This is an optimization exercise on Yosys and OpenROAD, whose aim is small area and a short achievable clock period, not a production implementation. In this exercise RTL edits were held to simulation tests only and were not proved equivalent to the original. Power and IR drop assume default switching activity.

[flow/constraint.sdc]
create_clock -name core_clock -period 90.0 [get_ports {clk}]
set_input_delay 18.0000 -clock core_clock [delete_from_list [all_inputs] [get_ports {clk}]]
set_output_delay 18.0000 -clock core_clock [all_outputs]
set_load 0.01 [all_outputs]
[flow/design.v]
module p2core (
    input  logic        clk,
    input  logic        rst,
    output logic [31:0] imem_pc,
    input  logic [63:0] imem_word,
    input  logic        imem_ok,
    output logic        dmem_re,
    output logic        dmem_we,
    output logic [11:0] dmem_addr,
    output logic [31:0] dmem_wdata,
    input  logic [31:0] dmem_rdata,
    output logic        ret_valid,
    output logic [31:0] ret_pc,
    output logic        ret_has_dest,
    output logic [3:0]  ret_rd,
    output logic [31:0] ret_value,
    output logic        halted,
    output logic        fault,
    output logic [2:0]  fault_code,
    output logic [31:0] fault_pc,
    output logic [63:0] fault_info,
    output logic [31:0] cycles,
    output logic [31:0] retired
);
    localparam logic [31:0] PC_BASE = 32'd4000;
    localparam logic [3:0] OP_MOVC  = 4'h1, OP_ADD  = 4'h2, OP_SUB  = 4'h3, OP_AND = 4'h4,
                           OP_OR    = 4'h5, OP_XOR  = 4'h6, OP_MUL  = 4'h7, OP_DIV = 4'h8,
                           OP_LOAD  = 4'h9, OP_STORE = 4'hA, OP_BZ  = 4'hB, OP_BNZ = 4'hC,
                           OP_JUMP  = 4'hD, OP_NOP  = 4'hE, OP_HALT = 4'hF;
    localparam logic [3:0] I_NONE = 4'b0000, I_MOVC = 4'b0001, I_ADD = 4'b0010, I_SUB = 4'b0011,
                           I_AND  = 4'b0100, I_OR   = 4'b0101, I_XOR = 4'b0110,
                           I_LD   = 4'b1000, I_ST   = 4'b1001,
                           I_MUL  = 4'b1010, I_DIV  = 4'b1011,
                           I_BZ   = 4'b1100, I_BNZ  = 4'b1101, I_JUMP = 4'b1110;
    localparam logic [2:0] F_ILLEGAL = 3'd1, F_FETCH_RANGE = 3'd2, F_FETCH_ALIGN = 3'd3,
                           F_DIV_ZERO = 3'd4, F_DATA_RANGE = 3'd5;
    function automatic logic is_br(input logic [3:0] c);
        is_br = c[3] & c[2];
    endfunction
    function automatic logic is_mul(input logic [3:0] c);
        is_mul = c[3] & ~c[2] & c[1];
    endfunction
    function automatic logic is_int(input logic [3:0] c);
        is_int = ~c[3] | (c[3:1] == 3'b100);
    endfunction
    logic [31:0] q_pc, n_pc;
    logic        q_fd_has, n_fd_has, q_fd_ok, n_fd_ok;
    logic        q_fetch_en, n_fetch_en, q_fetch_skip, n_fetch_skip;
    logic        q_br_pend, n_br_pend, q_mem_busy, n_mem_busy;
    logic        q_halted, n_halted, q_fault, n_fault;
    logic [2:0]  q_fcode, n_fcode;
    logic [31:0] q_fpc, n_fpc;           
    logic [63:0] q_finfo, n_finfo;       
    logic [31:0] q_cycles, n_cycles, q_retired, n_retired;
    logic        q_ret_valid, n_ret_valid, q_ret_hd, n_ret_hd;
    logic [3:0]  q_ret_rd, n_ret_rd;
    logic [31:0] q_ret_pc, n_ret_pc, q_ret_val, n_ret_val;
    logic [15:0][31:0] q_arf, n_arf;
    logic [15:0]       q_arf_wr, n_arf_wr;       
    logic [15:0][3:0]  q_rt_tag, n_rt_tag;
    logic [15:0]       q_rt_src, n_rt_src;
    logic [15:0]       q_rob_cmp, n_rob_cmp, q_rob_rv, n_rob_rv, q_rob_hd, n_rob_hd, q_rob_halt, n_rob_halt;
    logic [15:0][3:0]  q_rob_rd, n_rob_rd;
    logic [15:0][31:0] q_rob_res, n_rob_res, q_rob_pc, n_rob_pc;
    logic [3:0]        q_rob_head, n_rob_head, q_rob_tail, n_rob_tail;
    logic [4:0]        q_rob_cnt, n_rob_cnt;
    logic        q_rdl_has, n_rdl_has;
    logic [3:0]  q_rdl_op, n_rdl_op, q_rdl_rd, n_rdl_rd;
    logic        q_rdl_hd, n_rdl_hd, q_rdl_halt, n_rdl_halt;
    logic        q_rdl_v1, n_rdl_v1, q_rdl_v2, n_rdl_v2;
    logic [31:0] q_rdl_s1, n_rdl_s1, q_rdl_s2, n_rdl_s2, q_rdl_imm, n_rdl_imm, q_rdl_pc, n_rdl_pc;
    logic [7:0]        q_iq_alloc, n_iq_alloc, q_iq_v1, n_iq_v1, q_iq_v2, n_iq_v2;
    logic [7:0][3:0]   q_iq_op, n_iq_op, q_iq_tag, n_iq_tag;
    logic [7:0][31:0]  q_iq_s1, n_iq_s1, q_iq_s2, n_iq_s2;
    logic [7:0]        q_lsq_st, n_lsq_st, q_lsq_av, n_lsq_av;
    logic [7:0][31:0]  q_lsq_addr, n_lsq_addr, q_lsq_data, n_lsq_data;
    logic [7:0][3:0]   q_lsq_rob, n_lsq_rob;
    logic [2:0]        q_lsq_head, n_lsq_head, q_lsq_tail, n_lsq_tail;
    logic [3:0]        q_lsq_cnt, n_lsq_cnt;
    logic        q_int_has, n_int_has, q_br_has, n_br_has;
    logic [3:0]  q_int_op, n_int_op, q_int_tag, n_int_tag, q_br_op, n_br_op, q_br_tag, n_br_tag;
    logic [31:0] q_int_a, n_int_a, q_int_b, n_int_b, q_br_a, n_br_a, q_br_b, n_br_b;
    logic        q_io_has, n_io_has, q_io_hd, n_io_hd, q_mo_has, n_mo_has, q_me_has, n_me_has, q_bo_has, n_bo_has;
    logic [3:0]  q_io_tag, n_io_tag, q_mo_tag, n_mo_tag, q_me_tag, n_me_tag, q_bo_tag, n_bo_tag;
    logic [31:0] q_io_val, n_io_val, q_mo_val, n_mo_val, q_me_val, n_me_val;
    localparam int K1 = 12, K2 = 20, K3 = 26;    
    logic        q_m1_has, q_m1_div, n_m1_has, n_m1_div;
    logic [3:0]  q_m1_tag, n_m1_tag;
    logic [31:0] q_m1_a, q_m1_b, n_m1_a, n_m1_b;
    logic        q_m2_has, q_m2_div, q_m2_neg, q_m2_dz, q_m3_has, q_m3_div, q_m3_neg, q_m3_dz;
    logic        q_m4_has, q_m4_div, q_m4_neg, q_m4_dz;
    logic [3:0]  q_m2_tag, q_m3_tag, q_m4_tag;
    logic [31:0] q_m2_rem, q_m2_nq, q_m2_d, q_m3_rem, q_m3_nq, q_m3_d, q_m4_rem, q_m4_nq, q_m4_d;
    wire        s1_aneg = q_m1_div & q_m1_a[31];
    wire        s1_bneg = q_m1_div & q_m1_b[31];
    wire [31:0] s1_amag = s1_aneg ? (~q_m1_a + 32'd1) : q_m1_a;
    wire [31:0] s1_bmag = s1_bneg ? (~q_m1_b + 32'd1) : q_m1_b;
    wire [31:0] s1_prod = q_m1_a * q_m1_b;
    logic [31:0] rem_w [0:32];
    logic [31:0] nq_w  [0:32];
    logic [31:0] dv_w  [0:31];
    genvar gj;
    generate
        for (gj = 0; gj < 32; gj++) begin : drow
            wire [31:0] rin;
            wire [31:0] nin;
            if (gj == 0) begin : g0
                assign rin = 32'd0;
                assign nin = s1_amag;
                assign dv_w[gj] = s1_bmag;
            end else if (gj == K1) begin : g1
                assign rin = q_m2_rem;
                assign nin = q_m2_nq;
                assign dv_w[gj] = q_m2_d;
            end else if (gj == K2) begin : g2
                assign rin = q_m3_rem;
                assign nin = q_m3_nq;
                assign dv_w[gj] = q_m3_d;
            end else if (gj == K3) begin : g3
                assign rin = q_m4_rem;
                assign nin = q_m4_nq;
                assign dv_w[gj] = q_m4_d;
            end else begin : gn
                assign rin = rem_w[gj];
                assign nin = nq_w[gj];
                assign dv_w[gj] = dv_w[gj-1];
            end
            wire [gj:0]   x;
            if (gj == 0) begin : gx0
                assign x = nin[31];
            end else begin : gxn
                assign x = {rin[gj-1:0], nin[31]};
            end
            wire [gj+1:0] df = {1'b0, x} - {1'b0, dv_w[gj][gj:0]};
            wire          hz;
            if (gj == 31) begin : gh1
                assign hz = 1'b1;
            end else begin : ghn
                assign hz = ~|dv_w[gj][31:gj+1];
            end
            wire ok = ~df[gj+1] & hz;
            wire [gj:0] rn = ok ? df[gj:0] : x;
            assign rem_w[gj+1] = 32'(rn);
            assign nq_w[gj+1]  = {nin[30:0], ok};
        end
    endgenerate
    wire [31:0] m4_q     = nq_w[32];
    wire [31:0] m4_value = q_m4_div ? (q_m4_neg ? (~m4_q + 32'd1) : m4_q) : q_m4_d;
    always_ff @(posedge clk) begin
        q_m2_div <= q_m1_div;  q_m2_tag <= q_m1_tag;
        q_m2_neg <= s1_aneg ^ s1_bneg;
        q_m2_dz  <= (q_m1_b == 32'd0);
        q_m2_rem <= rem_w[K1];
        q_m2_nq  <= nq_w[K1];
        q_m2_d   <= q_m1_div ? s1_bmag : s1_prod;
        q_m3_div <= q_m2_div;  q_m3_tag <= q_m2_tag;  q_m3_neg <= q_m2_neg;  q_m3_dz <= q_m2_dz;
        q_m3_rem <= rem_w[K2];
        q_m3_nq  <= nq_w[K2];
        q_m3_d   <= q_m2_d;
        q_m4_div <= q_m3_div;  q_m4_tag <= q_m3_tag;  q_m4_neg <= q_m3_neg;  q_m4_dz <= q_m3_dz;
        q_m4_rem <= rem_w[K3];
        q_m4_nq  <= nq_w[K3];
        q_m4_d   <= q_m3_d;
    end
    wire [31:0] head_addr = q_lsq_addr[q_lsq_head];
    assign dmem_addr  = head_addr[11:0];
    assign dmem_wdata = q_lsq_data[q_lsq_head];
    logic mem_write, mem_read;
    assign dmem_we = mem_write & ~rst;
    assign dmem_re = mem_read & ~rst;
    logic        stop, found, taken, ok, use1, use2, d_rd, d_s1, d_s2, illegal, adv_mul;
    logic [3:0]  h, rr, p, t, fop, iop, r1, r2;
    logic [2:0]  k3, li;
    logic [31:0] a, b, v, target, va, vb;
    logic [63:0] w;
    always_comb begin
        n_pc = q_pc;  n_fd_has = q_fd_has;  n_fd_ok = q_fd_ok;
        n_fetch_en = q_fetch_en;  n_fetch_skip = q_fetch_skip;
        n_br_pend = q_br_pend;  n_mem_busy = q_mem_busy;
        n_halted = q_halted;  n_fault = q_fault;  n_fcode = q_fcode;
        n_fpc = q_fpc;  n_finfo = q_finfo;
        n_cycles = q_cycles;  n_retired = q_retired;
        n_ret_valid = 1'b0;  n_ret_hd = q_ret_hd;  n_ret_rd = q_ret_rd;
        n_ret_pc = q_ret_pc;  n_ret_val = q_ret_val;
        n_arf = q_arf;  n_arf_wr = q_arf_wr;  n_rt_tag = q_rt_tag;  n_rt_src = q_rt_src;
        n_rob_cmp = q_rob_cmp;  n_rob_rv = q_rob_rv;  n_rob_hd = q_rob_hd;  n_rob_halt = q_rob_halt;
        n_rob_rd = q_rob_rd;  n_rob_res = q_rob_res;  n_rob_pc = q_rob_pc;
        n_rob_head = q_rob_head;  n_rob_tail = q_rob_tail;  n_rob_cnt = q_rob_cnt;
        n_rdl_has = q_rdl_has;  n_rdl_op = q_rdl_op;  n_rdl_rd = q_rdl_rd;
        n_rdl_hd = q_rdl_hd;  n_rdl_halt = q_rdl_halt;
        n_rdl_v1 = q_rdl_v1;  n_rdl_v2 = q_rdl_v2;  n_rdl_s1 = q_rdl_s1;  n_rdl_s2 = q_rdl_s2;
        n_rdl_imm = q_rdl_imm;  n_rdl_pc = q_rdl_pc;
        n_iq_alloc = q_iq_alloc;  n_iq_v1 = q_iq_v1;  n_iq_v2 = q_iq_v2;
        n_iq_op = q_iq_op;  n_iq_tag = q_iq_tag;  n_iq_s1 = q_iq_s1;  n_iq_s2 = q_iq_s2;
        n_lsq_st = q_lsq_st;  n_lsq_av = q_lsq_av;  n_lsq_addr = q_lsq_addr;  n_lsq_data = q_lsq_data;
        n_lsq_rob = q_lsq_rob;  n_lsq_head = q_lsq_head;  n_lsq_tail = q_lsq_tail;  n_lsq_cnt = q_lsq_cnt;
        n_int_has = q_int_has;  n_int_op = q_int_op;  n_int_tag = q_int_tag;  n_int_a = q_int_a;  n_int_b = q_int_b;
        n_br_has = q_br_has;  n_br_op = q_br_op;  n_br_tag = q_br_tag;  n_br_a = q_br_a;  n_br_b = q_br_b;
        n_m1_has = q_m1_has;  n_m1_div = q_m1_div;  n_m1_tag = q_m1_tag;  n_m1_a = q_m1_a;  n_m1_b = q_m1_b;
        n_io_has = q_io_has;  n_io_hd = q_io_hd;  n_io_tag = q_io_tag;  n_io_val = q_io_val;
        n_mo_has = q_mo_has;  n_mo_tag = q_mo_tag;  n_mo_val = q_mo_val;
        n_me_has = q_me_has;  n_me_tag = q_me_tag;  n_me_val = q_me_val;
        n_bo_has = q_bo_has;  n_bo_tag = q_bo_tag;
        mem_write = 1'b0;  mem_read = 1'b0;  stop = 1'b0;  adv_mul = 1'b0;
        found = 1'b0;  taken = 1'b0;  ok = 1'b0;  use1 = 1'b0;  use2 = 1'b0;
        d_rd = 1'b0;  d_s1 = 1'b0;  d_s2 = 1'b0;  illegal = 1'b0;
        h = '0;  rr = '0;  p = '0;  t = '0;  fop = '0;  iop = '0;  r1 = '0;  r2 = '0;
        k3 = '0;  li = '0;  a = '0;  b = '0;  v = '0;  target = '0;  va = '0;  vb = '0;  w = '0;
        if (!q_halted && !q_fault) begin
            n_cycles = q_cycles + 32'd1;
            h = q_rob_head;
            if (q_rob_cnt != 5'd0 && q_rob_cmp[h]) begin
                rr = q_rob_rd[h];
                if (q_rob_hd[h]) begin
                    n_arf[rr]    = q_rob_res[h];
                    n_arf_wr[rr] = 1'b1;
                    if (q_rt_src[rr] && q_rt_tag[rr] == h &&
                        !(q_rdl_has && q_rdl_hd && q_rdl_rd == rr))
                        n_rt_src[rr] = 1'b0;
                end
                n_retired   = q_retired + 32'd1;
                if (q_rob_halt[h]) n_halted = 1'b1;
                n_rob_head  = h + 4'd1;
                n_rob_cnt   = q_rob_cnt - 5'd1;
                n_ret_valid = 1'b1;
                n_ret_pc    = q_rob_pc[h];
                n_ret_hd    = q_rob_hd[h];
                n_ret_rd    = rr;
                n_ret_val   = q_rob_res[h];
            end
            if (q_io_has && q_io_hd) begin
                for (int k = 0; k < 8; k++) begin
                    if (!n_iq_v1[k] && n_iq_s1[k][3:0] == q_io_tag) begin n_iq_s1[k] = q_io_val; n_iq_v1[k] = 1'b1; end
                    if (!n_iq_v2[k] && n_iq_s2[k][3:0] == q_io_tag) begin n_iq_s2[k] = q_io_val; n_iq_v2[k] = 1'b1; end
                end
                if (!n_rdl_v1 && n_rdl_s1[3:0] == q_io_tag) begin n_rdl_s1 = q_io_val; n_rdl_v1 = 1'b1; end
                if (!n_rdl_v2 && n_rdl_s2[3:0] == q_io_tag) begin n_rdl_s2 = q_io_val; n_rdl_v2 = 1'b1; end
                n_rob_res[q_io_tag] = q_io_val;
                n_rob_rv[q_io_tag]  = 1'b1;
            end
            if (q_io_has) n_rob_cmp[q_io_tag] = 1'b1;
            if (q_mo_has) begin
                for (int k = 0; k < 8; k++) begin
                    if (!n_iq_v1[k] && n_iq_s1[k][3:0] == q_mo_tag) begin n_iq_s1[k] = q_mo_val; n_iq_v1[k] = 1'b1; end
                    if (!n_iq_v2[k] && n_iq_s2[k][3:0] == q_mo_tag) begin n_iq_s2[k] = q_mo_val; n_iq_v2[k] = 1'b1; end
                end
                if (!n_rdl_v1 && n_rdl_s1[3:0] == q_mo_tag) begin n_rdl_s1 = q_mo_val; n_rdl_v1 = 1'b1; end
                if (!n_rdl_v2 && n_rdl_s2[3:0] == q_mo_tag) begin n_rdl_s2 = q_mo_val; n_rdl_v2 = 1'b1; end
                n_rob_res[q_mo_tag] = q_mo_val;
                n_rob_rv[q_mo_tag]  = 1'b1;
                n_rob_cmp[q_mo_tag] = 1'b1;
            end
            if (q_me_has) begin
                for (int k = 0; k < 8; k++) begin
                    if (!n_iq_v1[k] && n_iq_s1[k][3:0] == q_me_tag) begin n_iq_s1[k] = q_me_val; n_iq_v1[k] = 1'b1; end
                    if (!n_iq_v2[k] && n_iq_s2[k][3:0] == q_me_tag) begin n_iq_s2[k] = q_me_val; n_iq_v2[k] = 1'b1; end
                end
                if (!n_rdl_v1 && n_rdl_s1[3:0] == q_me_tag) begin n_rdl_s1 = q_me_val; n_rdl_v1 = 1'b1; end
                if (!n_rdl_v2 && n_rdl_s2[3:0] == q_me_tag) begin n_rdl_s2 = q_me_val; n_rdl_v2 = 1'b1; end
                n_rob_res[q_me_tag] = q_me_val;
                n_rob_rv[q_me_tag]  = 1'b1;
                n_rob_cmp[q_me_tag] = 1'b1;
            end
            if (q_bo_has) n_rob_cmp[q_bo_tag] = 1'b1;
            n_io_has = 1'b0;  n_mo_has = 1'b0;  n_me_has = 1'b0;  n_bo_has = 1'b0;
            li = q_lsq_head;
            if (q_mem_busy) begin
                if (head_addr[31:12] != 20'd0) begin
                    n_fault  = 1'b1;
                    n_fcode  = F_DATA_RANGE;
                    n_fpc    = q_rob_pc[q_lsq_rob[li]];
                    n_finfo  = {32'd0, head_addr};
                    stop = 1'b1;
                end else begin
                    if (q_lsq_st[li]) begin
                        mem_write = 1'b1;
                        n_rob_cmp[q_lsq_rob[li]] = 1'b1;
                    end else begin
                        mem_read = 1'b1;
                        n_me_has = 1'b1;
                        n_me_tag = q_lsq_rob[li];
                        n_me_val = dmem_rdata;
                    end
                    n_lsq_head = li + 3'd1;
                    n_lsq_cnt  = q_lsq_cnt - 4'd1;
                    n_mem_busy = 1'b0;
                end
            end else if (q_lsq_cnt != 4'd0) begin
                if (q_lsq_av[li] && (!q_lsq_st[li] || q_lsq_rob[li] == n_rob_head))
                    n_mem_busy = 1'b1;
            end
            if (!stop && q_m4_has) begin
                if (q_m4_div && q_m4_dz) begin
                    n_fault = 1'b1;
                    n_fcode = F_DIV_ZERO;
                    n_fpc   = q_rob_pc[q_m4_tag];
                    n_finfo = 64'd0;
                    stop = 1'b1;
                end else begin
                    n_mo_has = 1'b1;
                    n_mo_tag = q_m4_tag;
                    n_mo_val = m4_value;
                end
            end
            if (!stop) begin
                adv_mul = 1'b1;
                n_m1_has = 1'b0;
                if (q_int_has) begin
                    a = q_int_a;
                    b = q_int_b;
                    case (q_int_op)
                        I_MOVC:  v = b;
                        I_ADD:   v = a + b;
                        I_SUB:   v = a - b;
                        I_AND:   v = a & b;
                        I_OR:    v = a | b;
                        default: v = a ^ b;
                    endcase
                    if (q_int_op == I_LD || q_int_op == I_ST) begin
                        li = q_int_tag[2:0];
                        n_lsq_addr[li] = b + q_lsq_addr[li];
                        n_lsq_av[li]   = 1'b1;
                        n_lsq_data[li] = a;
                    end else begin
                        n_io_has = 1'b1;
                        n_io_tag = q_int_tag;
                        n_io_hd  = (q_int_op != I_NONE);
                        n_io_val = v;
                    end
                    n_int_has = 1'b0;
                end
                if (q_br_has) begin
                    a = q_br_a;
                    case (q_br_op)
                        I_BZ:    begin taken = (a == 32'd0); target = q_br_b;     end
                        I_BNZ:   begin taken = (a != 32'd0); target = q_br_b;     end
                        default: begin taken = 1'b1;         target = a + q_br_b; end
                    endcase
                    n_br_pend = 1'b0;
                    if (taken) begin
                        n_pc         = target;
                        n_fd_has     = 1'b0;
                        n_fetch_skip = 1'b1;
                        n_fetch_en   = 1'b1;
                    end
                    n_bo_has = 1'b1;
                    n_bo_tag = q_br_tag;
                    n_br_has = 1'b0;
                end
                found = 1'b0;
                for (int k = 0; k < 8; k++) begin
                    if (!found && n_iq_alloc[k] && is_int(n_iq_op[k]) && n_iq_v1[k] && n_iq_v2[k]) begin
                        found = 1'b1;
                        n_int_has = 1'b1;
                        n_int_op  = n_iq_op[k];
                        n_int_tag = n_iq_tag[k];
                        n_int_a   = n_iq_s1[k];
                        n_int_b   = n_iq_s2[k];
                        n_iq_alloc[k] = 1'b0;
                    end
                end
                found = 1'b0;
                for (int k = 0; k < 8; k++) begin
                    if (!found && n_iq_alloc[k] && is_mul(n_iq_op[k]) && n_iq_v1[k] && n_iq_v2[k]) begin
                        found = 1'b1;
                        n_m1_has = 1'b1;
                        n_m1_div = n_iq_op[k][0];
                        n_m1_tag = n_iq_tag[k];
                        n_m1_a   = n_iq_s1[k];
                        n_m1_b   = n_iq_s2[k];
                        n_iq_alloc[k] = 1'b0;
                    end
                end
                found = 1'b0;
                for (int k = 0; k < 8; k++) begin
                    if (!found && n_iq_alloc[k] && is_br(n_iq_op[k]) && n_iq_v1[k] && n_iq_v2[k]) begin
                        found = 1'b1;
                        n_br_has = 1'b1;
                        n_br_op  = n_iq_op[k];
                        n_br_tag = n_iq_tag[k];
                        n_br_a   = n_iq_s1[k];
                        n_br_b   = n_iq_s2[k];
                        n_iq_alloc[k] = 1'b0;
                    end
                end
                if (q_rdl_has) begin
                    found = 1'b0;
                    for (int k = 0; k < 8; k++) begin
                        if (!found && !n_iq_alloc[k]) begin
                            found = 1'b1;
                            k3 = 3'(k);
                        end
                    end
                    if (found && n_rob_cnt != 5'd16 &&
                        !((q_rdl_op == I_LD || q_rdl_op == I_ST) && n_lsq_cnt == 4'd8)) begin
                        t = n_rob_tail;
                        n_rob_cmp[t]  = 1'b0;
                        n_rob_rv[t]   = 1'b0;
                        n_rob_hd[t]   = q_rdl_hd;
                        n_rob_halt[t] = q_rdl_halt;
                        n_rob_rd[t]   = q_rdl_rd;
                        n_rob_pc[t]   = q_rdl_pc;
                        n_rob_tail    = t + 4'd1;
                        n_rob_cnt     = n_rob_cnt + 5'd1;
                        n_iq_tag[k3]  = t;
                        if (q_rdl_op == I_LD || q_rdl_op == I_ST) begin
                            li = n_lsq_tail;
                            n_lsq_st[li]   = (q_rdl_op == I_ST);
                            n_lsq_av[li]   = 1'b0;
                            n_lsq_rob[li]  = t;
                            n_lsq_addr[li] = q_rdl_imm;
                            n_lsq_tail     = li + 3'd1;
                            n_lsq_cnt      = n_lsq_cnt + 4'd1;
                            n_iq_tag[k3]   = {1'b0, li};
                        end
                        n_iq_alloc[k3] = 1'b1;
                        n_iq_op[k3]    = q_rdl_op;
                        n_iq_v1[k3]    = n_rdl_v1;
                        n_iq_s1[k3]    = n_rdl_s1;
                        n_iq_v2[k3]    = n_rdl_v2;
                        n_iq_s2[k3]    = n_rdl_s2;
                        n_rdl_has = 1'b0;
                    end
                end
                if (n_fd_has && !n_br_pend && !n_rdl_has) begin
                    w = q_finfo;
                    fop = w[59:56];
                    d_rd = 1'b0;  d_s1 = 1'b0;  d_s2 = 1'b0;  iop = I_NONE;
                    case (fop)
                        OP_MOVC:  begin iop = I_MOVC; d_rd = 1'b1; end
                        OP_ADD:   begin iop = I_ADD;  d_rd = 1'b1; d_s1 = 1'b1; d_s2 = 1'b1; end
                        OP_SUB:   begin iop = I_SUB;  d_rd = 1'b1; d_s1 = 1'b1; d_s2 = 1'b1; end
                        OP_AND:   begin iop = I_AND;  d_rd = 1'b1; d_s1 = 1'b1; d_s2 = 1'b1; end
                        OP_OR:    begin iop = I_OR;   d_rd = 1'b1; d_s1 = 1'b1; d_s2 = 1'b1; end
                        OP_XOR:   begin iop = I_XOR;  d_rd = 1'b1; d_s1 = 1'b1; d_s2 = 1'b1; end
                        OP_MUL:   begin iop = I_MUL;  d_rd = 1'b1; d_s1 = 1'b1; d_s2 = 1'b1; end
                        OP_DIV:   begin iop = I_DIV;  d_rd = 1'b1; d_s1 = 1'b1; d_s2 = 1'b1; end
                        OP_LOAD:  begin iop = I_LD;   d_rd = 1'b1; d_s1 = 1'b1; end
                        OP_STORE: begin iop = I_ST;   d_s1 = 1'b1; d_s2 = 1'b1; end
                        OP_BZ:    begin iop = I_BZ;   d_s1 = 1'b1; end
                        OP_BNZ:   begin iop = I_BNZ;  d_s1 = 1'b1; end
                        OP_JUMP:  begin iop = I_JUMP; d_s1 = 1'b1; end
                        default:  begin iop = I_NONE; end
                    endcase
                    illegal = (w[63:56] == 8'h00) || (w[63:56] > 8'h0F) ||
                              (d_rd && w[55:52] != 4'd0) ||
                              (d_s1 && w[47:44] != 4'd0) ||
                              (d_s2 && w[39:36] != 4'd0);
                    if (!q_fd_ok) begin
                        n_fault = 1'b1;
                        n_fcode = (q_fpc[1:0] != 2'd0) ? F_FETCH_ALIGN : F_FETCH_RANGE;
                        n_finfo = 64'd0;
                        stop = 1'b1;
                    end else if (illegal) begin
                        n_fault = 1'b1;
                        n_fcode = F_ILLEGAL;
                        stop = 1'b1;
                    end else begin
                        use1 = d_s1 && iop != I_LD;
                        r1 = w[43:40];
                        n_rdl_v1 = 1'b1;
                        n_rdl_s1 = 32'd0;
                        if (use1) begin
                            if (!n_rt_src[r1]) begin
                                n_rdl_s1 = n_arf_wr[r1] ? n_arf[r1] : 32'd0;
                            end else begin
                                p = n_rt_tag[r1];
                                if (n_rob_rv[p]) n_rdl_s1 = n_rob_res[p];
                                else begin n_rdl_v1 = 1'b0; n_rdl_s1 = {28'd0, p}; end
                            end
                        end
                        use2 = d_s2 || iop == I_LD;
                        r2 = (iop == I_LD) ? w[43:40] : w[35:32];
                        n_rdl_v2 = 1'b1;
                        if (iop == I_BZ || iop == I_BNZ) n_rdl_s2 = q_fpc + w[31:0];
                        else                             n_rdl_s2 = w[31:0];
                        if (use2) begin
                            if (!n_rt_src[r2]) begin
                                n_rdl_s2 = n_arf_wr[r2] ? n_arf[r2] : 32'd0;
                            end else begin
                                p = n_rt_tag[r2];
                                if (n_rob_rv[p]) n_rdl_s2 = n_rob_res[p];
                                else begin n_rdl_v2 = 1'b0; n_rdl_s2 = {28'd0, p}; end
                            end
                        end
                        if (d_rd) begin
                            n_rt_tag[w[51:48]] = n_rob_tail;
                            n_rt_src[w[51:48]] = 1'b1;
                        end
                        n_rdl_has  = 1'b1;
                        n_rdl_op   = iop;
                        n_rdl_rd   = w[51:48];
                        n_rdl_hd   = d_rd;
                        n_rdl_halt = (fop == OP_HALT);
                        n_rdl_imm  = w[31:0];
                        n_rdl_pc   = q_fpc;
                        n_fd_has   = 1'b0;
                        if (is_br(iop)) n_br_pend = 1'b1;
                    end
                end
            end
            if (!stop) begin
                if (n_fetch_skip) begin
                    n_fetch_skip = 1'b0;
                end else if (n_fetch_en && !n_fd_has) begin
                    n_fd_has = 1'b1;
                    n_fpc    = n_pc;
                    n_finfo  = imem_word;
                    n_fd_ok  = imem_ok;
                    if (imem_ok && imem_word[63:56] == 8'h0F) n_fetch_en = 1'b0;
                    n_pc = n_pc + 32'd4;
                end
            end
        end
    end
    always_ff @(posedge clk) begin
        if (rst) begin
            q_pc <= PC_BASE;
            q_fd_has <= 1'b0;
            q_fetch_en <= 1'b1;  q_fetch_skip <= 1'b0;
            q_br_pend <= 1'b0;   q_mem_busy <= 1'b0;
            q_halted <= 1'b0;    q_fault <= 1'b0;
            q_cycles <= '0;      q_retired <= '0;
            q_ret_valid <= 1'b0;
            q_arf_wr <= '0;      q_rt_src <= '0;
            q_rob_head <= '0;    q_rob_tail <= '0;  q_rob_cnt <= '0;
            q_rdl_has <= 1'b0;
            q_iq_alloc <= '0;
            q_lsq_head <= '0;    q_lsq_tail <= '0;  q_lsq_cnt <= '0;
            q_int_has <= 1'b0;   q_br_has <= 1'b0;
            q_m1_has <= 1'b0;    q_m2_has <= 1'b0;  q_m3_has <= 1'b0;  q_m4_has <= 1'b0;
            q_io_has <= 1'b0;    q_mo_has <= 1'b0;  q_me_has <= 1'b0;  q_bo_has <= 1'b0;
        end else begin
            q_pc <= n_pc;
            q_fd_has <= n_fd_has;
            q_fetch_en <= n_fetch_en;  q_fetch_skip <= n_fetch_skip;
            q_br_pend <= n_br_pend;    q_mem_busy <= n_mem_busy;
            q_halted <= n_halted;      q_fault <= n_fault;
            q_cycles <= n_cycles;      q_retired <= n_retired;
            q_ret_valid <= n_ret_valid;
            q_arf_wr <= n_arf_wr;      q_rt_src <= n_rt_src;
            q_rob_head <= n_rob_head;  q_rob_tail <= n_rob_tail;  q_rob_cnt <= n_rob_cnt;
            q_rdl_has <= n_rdl_has;
            q_iq_alloc <= n_iq_alloc;
            q_lsq_head <= n_lsq_head;  q_lsq_tail <= n_lsq_tail;  q_lsq_cnt <= n_lsq_cnt;
            q_int_has <= n_int_has;    q_br_has <= n_br_has;
            q_m1_has <= n_m1_has;
            if (adv_mul) begin
                q_m2_has <= q_m1_has;  q_m3_has <= q_m2_has;  q_m4_has <= q_m3_has;
            end
            q_io_has <= n_io_has;  q_mo_has <= n_mo_has;  q_me_has <= n_me_has;  q_bo_has <= n_bo_has;
        end
    end
    always_ff @(posedge clk) begin
        q_fd_ok <= n_fd_ok;
        q_fcode <= n_fcode;  q_fpc <= n_fpc;  q_finfo <= n_finfo;
        q_ret_hd <= n_ret_hd;  q_ret_rd <= n_ret_rd;  q_ret_pc <= n_ret_pc;  q_ret_val <= n_ret_val;
        q_arf <= n_arf;  q_rt_tag <= n_rt_tag;
        q_rob_cmp <= n_rob_cmp;  q_rob_rv <= n_rob_rv;  q_rob_hd <= n_rob_hd;  q_rob_halt <= n_rob_halt;
        q_rob_rd <= n_rob_rd;  q_rob_res <= n_rob_res;  q_rob_pc <= n_rob_pc;
        q_rdl_op <= n_rdl_op;  q_rdl_rd <= n_rdl_rd;  q_rdl_hd <= n_rdl_hd;  q_rdl_halt <= n_rdl_halt;
        q_rdl_v1 <= n_rdl_v1;  q_rdl_v2 <= n_rdl_v2;  q_rdl_s1 <= n_rdl_s1;  q_rdl_s2 <= n_rdl_s2;
        q_rdl_imm <= n_rdl_imm;  q_rdl_pc <= n_rdl_pc;
        q_iq_v1 <= n_iq_v1;  q_iq_v2 <= n_iq_v2;  q_iq_op <= n_iq_op;  q_iq_tag <= n_iq_tag;
        q_iq_s1 <= n_iq_s1;  q_iq_s2 <= n_iq_s2;
        q_lsq_st <= n_lsq_st;  q_lsq_av <= n_lsq_av;  q_lsq_addr <= n_lsq_addr;  q_lsq_data <= n_lsq_data;
        q_lsq_rob <= n_lsq_rob;
        q_int_op <= n_int_op;  q_int_tag <= n_int_tag;  q_int_a <= n_int_a;  q_int_b <= n_int_b;
        q_br_op <= n_br_op;  q_br_tag <= n_br_tag;  q_br_a <= n_br_a;  q_br_b <= n_br_b;
        q_m1_div <= n_m1_div;  q_m1_tag <= n_m1_tag;  q_m1_a <= n_m1_a;  q_m1_b <= n_m1_b;
        q_io_hd <= n_io_hd;  q_io_tag <= n_io_tag;  q_io_val <= n_io_val;
        q_mo_tag <= n_mo_tag;  q_mo_val <= n_mo_val;
        q_me_tag <= n_me_tag;  q_me_val <= n_me_val;
        q_bo_tag <= n_bo_tag;
    end
    assign imem_pc      = q_pc;
    assign ret_valid    = q_ret_valid;
    assign ret_pc       = q_ret_pc;
    assign ret_has_dest = q_ret_hd;
    assign ret_rd       = q_ret_rd;
    assign ret_value    = q_ret_val;
    assign halted       = q_halted;
    assign fault        = q_fault;
    assign fault_code   = q_fcode;
    assign fault_pc     = q_fpc;
    assign fault_info   = q_finfo;
    assign cycles       = q_cycles;
    assign retired      = q_retired;
endmodule
[flow/run.sh]
#!/bin/bash
# synth_recipe.tcl (not shown) runs the flow's synth.tcl, then flattens the netlist and writes it again
# the make line also repeats each setting of config.mk as NAME=value (left out here)
make -C /OpenROAD-flow-scripts/flow DESIGN_CONFIG=/design/flow/config.mk WORK_HOME=/design/flow/orfs CLKGATE_MAP_FILE= SYNTH_SCRIPT=/design/flow/synth_recipe.tcl finish
[flow/config.mk]
export PLATFORM = sky130hd
export DESIGN_NAME = p2core
export DESIGN_NICKNAME = p2core
export VERILOG_FILES = /design/flow/design.v
export SDC_FILE = /design/flow/constraint.sdc
export NUM_CORES = 8
export LEC_CHECK = 0
export CAP_MARGIN = 20
export CORE_MARGIN = 2
export CORE_UTILIZATION = 30
export PLACE_DENSITY = 0.4
export SLEW_MARGIN = 20
==> qor.yml <==
cts_tree: "yes"
grt_pass1_vias: 272399
synth-edff-count: 3515
crit_path_end_kind: "output pin"
synth_top_cell_by_area: "edfxtp_1"
die_y_um: 1022
critPathArrivalTime_ns: 19.18
io_buffers: 411
status: "finished clean"
grt_max_degree: 176
worstHoldEndpoint: "q_m3_nq[17]"
layout_min_cycle_time_ns: 37.18
die_area_um2: 1045000
min-delay-start: "q_m2_nq[9]"
ys_ff_latch: 3971
seqCellArea_um2: 114700
r2r_start: "q_m2_d[1]"
reg2reg_to: "drow[20].rin[13]"
ios: 412
post-place-ws_ns: 52.78
crit_chain: "buf_8 > nor4_2 > clkdlybuf4s50_1"
worst-r2r-cell-count: 143
path_class: "primary input to output pin"
drc_errors: 0
grt-ovfl-total: 0
syn_to_final_growth_pct: 12.85
rows: 374
routed_wl_um: 1787000
crit_start: "rst"
post-route-util: 0.3390
start_kind: "primary input"
clock_skew_ns: 0.1107
leakage_nw: 132.6
grt_pass1_wl_um: 2391000
finalPower_w: 0.01669
hold_depth: 0
grt_usage: 0.3262
drt_iter0_drc: 42246
syn_nets: 34941
ys_types: 99
synth-async-reset-ratio: 0
clock_latency_ns: 1.18
fin_ws_ns: 52.82
power_density_nw_per_um2: 47.56
viasPerCell: 6.248
wl_per_cell_um: 38.05
initial_core_util: 0.3004
cap_violations: 0
cts-buffers-inserted: 552
gp_congestion: 0.9525
switching_share: 0.5273
synth_area_um2: 310900
clkTransAtPathRegs_ns: 0.06
synth_area_leaders: "edfxtp_1 (34%), mux2i_1 (7.6%), mux4_2 (5.3%), nand2_1 (4.4%), a21oi_1 (4.3%)"
cts-root-buf: "clkbuf_16"
h-tree-depth: 6
cts_setup_buffers: 0
synth_warnings: 4
max_freq_mhz: 26.90
cpMaxStageDelayCell: "clkdlybuf4s50_1"
layout-drive-gt1-share: 0.1317
dr.pass1.iters: 9
slew_headroom: 0.05088
p_sw_w: 0.008801
intPower_w: 0.007888
tightest_slew_ns: 1.424
final.fill_count: 105746
rsz0062_at_grt: "false"
hold_ws_ns: 0.3100
period_share: 0.4131
multi_input_area_um2: 180700
pwr-share-comb: 0.657
netlist.area_leader.share: 0.3395
rrSetupSlack_ns: 53.17
clk_path_buf_depth: 5
path_max_fanout: 91
cp_data_required_time_ns: 72.00
finalMaxSlewViolations: 0
cts.sinks: 3971
final_common_cell: "nand2_1"
cts_hold_buf: 0
antenna_found_initial: 298
slowest_delay_ns: 0.59
core-area_um2: 1035000
cts_resized: 0
most-common-layout-cells: "nand2_1 (3,626), edfxtp_1 (3,515), nor2_1 (2,940)"
avgSynthCellArea_um2: 9.284
tns_ns: 0
drtAntennaViolNets: 0
netlist_instances: 33491
nNetsFinal: 34057
setup_violations: 0
vias: 293526
vdd_ir_drop_max_mv: 0.2315
hold_path.class: "register to register"
hpwl_um: 1206000
p_clk_frac: 0.134
pwr-share-seq: 0.209
die_w_um: 1022
yosysSeqAreaShare: 0.3688
synthFlopType: "edfxtp_1"
hold_violations: 0
## cell usage after synthesis, drive strengths merged (226+ instances only)
| library cell | instances |
|---|---|
| nand3 | 505 |
| mux2 | 1083 |
| a22oi | 312 |
| a21oi | 2668 |
| ha | 909 |
| clkbuf | 2525 |
| mux4 | 728 |
| edfxtp | 3515 |
| xor2 | 305 |
| a311oi | 226 |
| o22ai | 729 |
| nor2 | 3012 |
| dfxtp | 456 |
| a211oi | 968 |
| o21ai | 1971 |
| xnor2 | 581 |
| nor3 | 397 |
| nand2 | 3684 |
| mux2i | 2370 |
| o211ai | 306 |
| and2 | 227 |
| fa | 442 |
| a22o | 392 |
| inv | 1817 |
| buf | 491 |
## cell families (layout without fill, tap and decap cells)
kind of cell               after synthesis  in the layout  share of synthesized area
xor gates and xnor gates               886            886                    0.02496
buffers and inverters                 4842           4382                    0.05867
adders and majority gates             1351           1351                    0.06504
muxes                                 4181           4181                     0.1683
and+or+nand+nor                       8974           8974                     0.1242
other                                    0            224                          0
DFF                                   3971           3971                     0.3688
AOI/OAI and AO/OA                     9286           9286                     0.1900
## registers in the layout, indices dropped and copies added (netlist names), 58 cells and up, named ones only
| name | count |
|---|---|
| q_iq_s2 | 256 |
| q_lsq_data | 256 |
| q_arf | 512 |
| q_lsq_addr | 256 |
| q_rob_res | 512 |
| q_iq_s1 | 256 |
| q_finfo | 64 |
| q_rob_pc | 512 |
| q_rt_tag | 64 |
| q_rob_rd | 64 |
| drow.rin | 58 |
## through the flow
stage          instances  area (um2)
2_1_floorplan      33491      310900
3_3_place_gp       45764      332500
3_5_place_dp       45772      332700
4_1_cts            46750      350100
5_1_grt            46819      350500
6_report           46979      350900
## how the worst max path moves through the flow
stage                       endpoint  slack, ns  cells past startpoint
finish                       dmem_we      52.82                      3
global route        drow[20].rin[10]      50.14                    143
CTS                          dmem_we      52.77                      3
detailed placement           dmem_we      52.78                      3
global placement             dmem_we      52.83                      3
floorplan               q_lsq_cnt[1]      38.44                      7
## layer usage
metal / track usage / routed length (um) / vias up
li1: - / - / 121995
met1: 0.4420 / 739800 / 148617
met2: 0.4608 / 721100 / 18921
met3: 0.09800 / 205900 / 3847
met4: 0.1834 / 119400 / 146
met5: 0 / 1142 / -
## worst max-delay path, delay by kind of cell
kind,cells,cell delay [ns]
buffers and inverters,2,0.76
and+or+nand+nor,1,0.36
## area by class of cell
cell class,instances,area share
tap,13724,0.04894
timing repair buffer,1578,0.03821
clock buffer,712,0.04237
clock inverter,266,0.007228
inverter,1826,0.01964
multi-input combinational,24678,0.5151
antenna,224,0.001597
sequential,3971,0.3270
## power groups by stage
stage	Combinational [W]	Sequential, W	Clock, W
floorplan	0.00653	0.00429	0
global placement	0.0106	0.00349	0
detailed placement	0.0106	0.00349	0
CTS	0.0107	0.00347	0.00227
global route	0.0117	0.00353	0.00233
finish	0.0110	0.00349	0.00224

[afterwards: timing with drivers on the ports]
The results above use ideal ports. As a check the final layout listed here was re-extracted and re-timed, cells and wires unchanged. Step 1 assumes that a clkbuf_16 drives the clock port and a buf_2 every other input. Step 2 times the ports against the registers' clock, not the clock port: input delays grow and output delays shrink by t, the midpoint of the rising clock arrivals with the driver on. Slacks: ideal ports / drivers / drivers and shift; pairs: ideal ports / drivers.
shift t [ns]: 1.285
setup slack, ns: 52.823 / 52.784 / 52.784
worst hold slack (ns): 0.310 / 0.310 / 0.310
latest minus earliest clock arrival (ns): 0.123 / 0.123
slew at the worst register clock pin (ns): 0.07 / 0.07
After both steps this run still meets setup and hold. For this run, drivers alone change the setup slack by -0.039 ns; drivers and shift together by -0.039 ns.
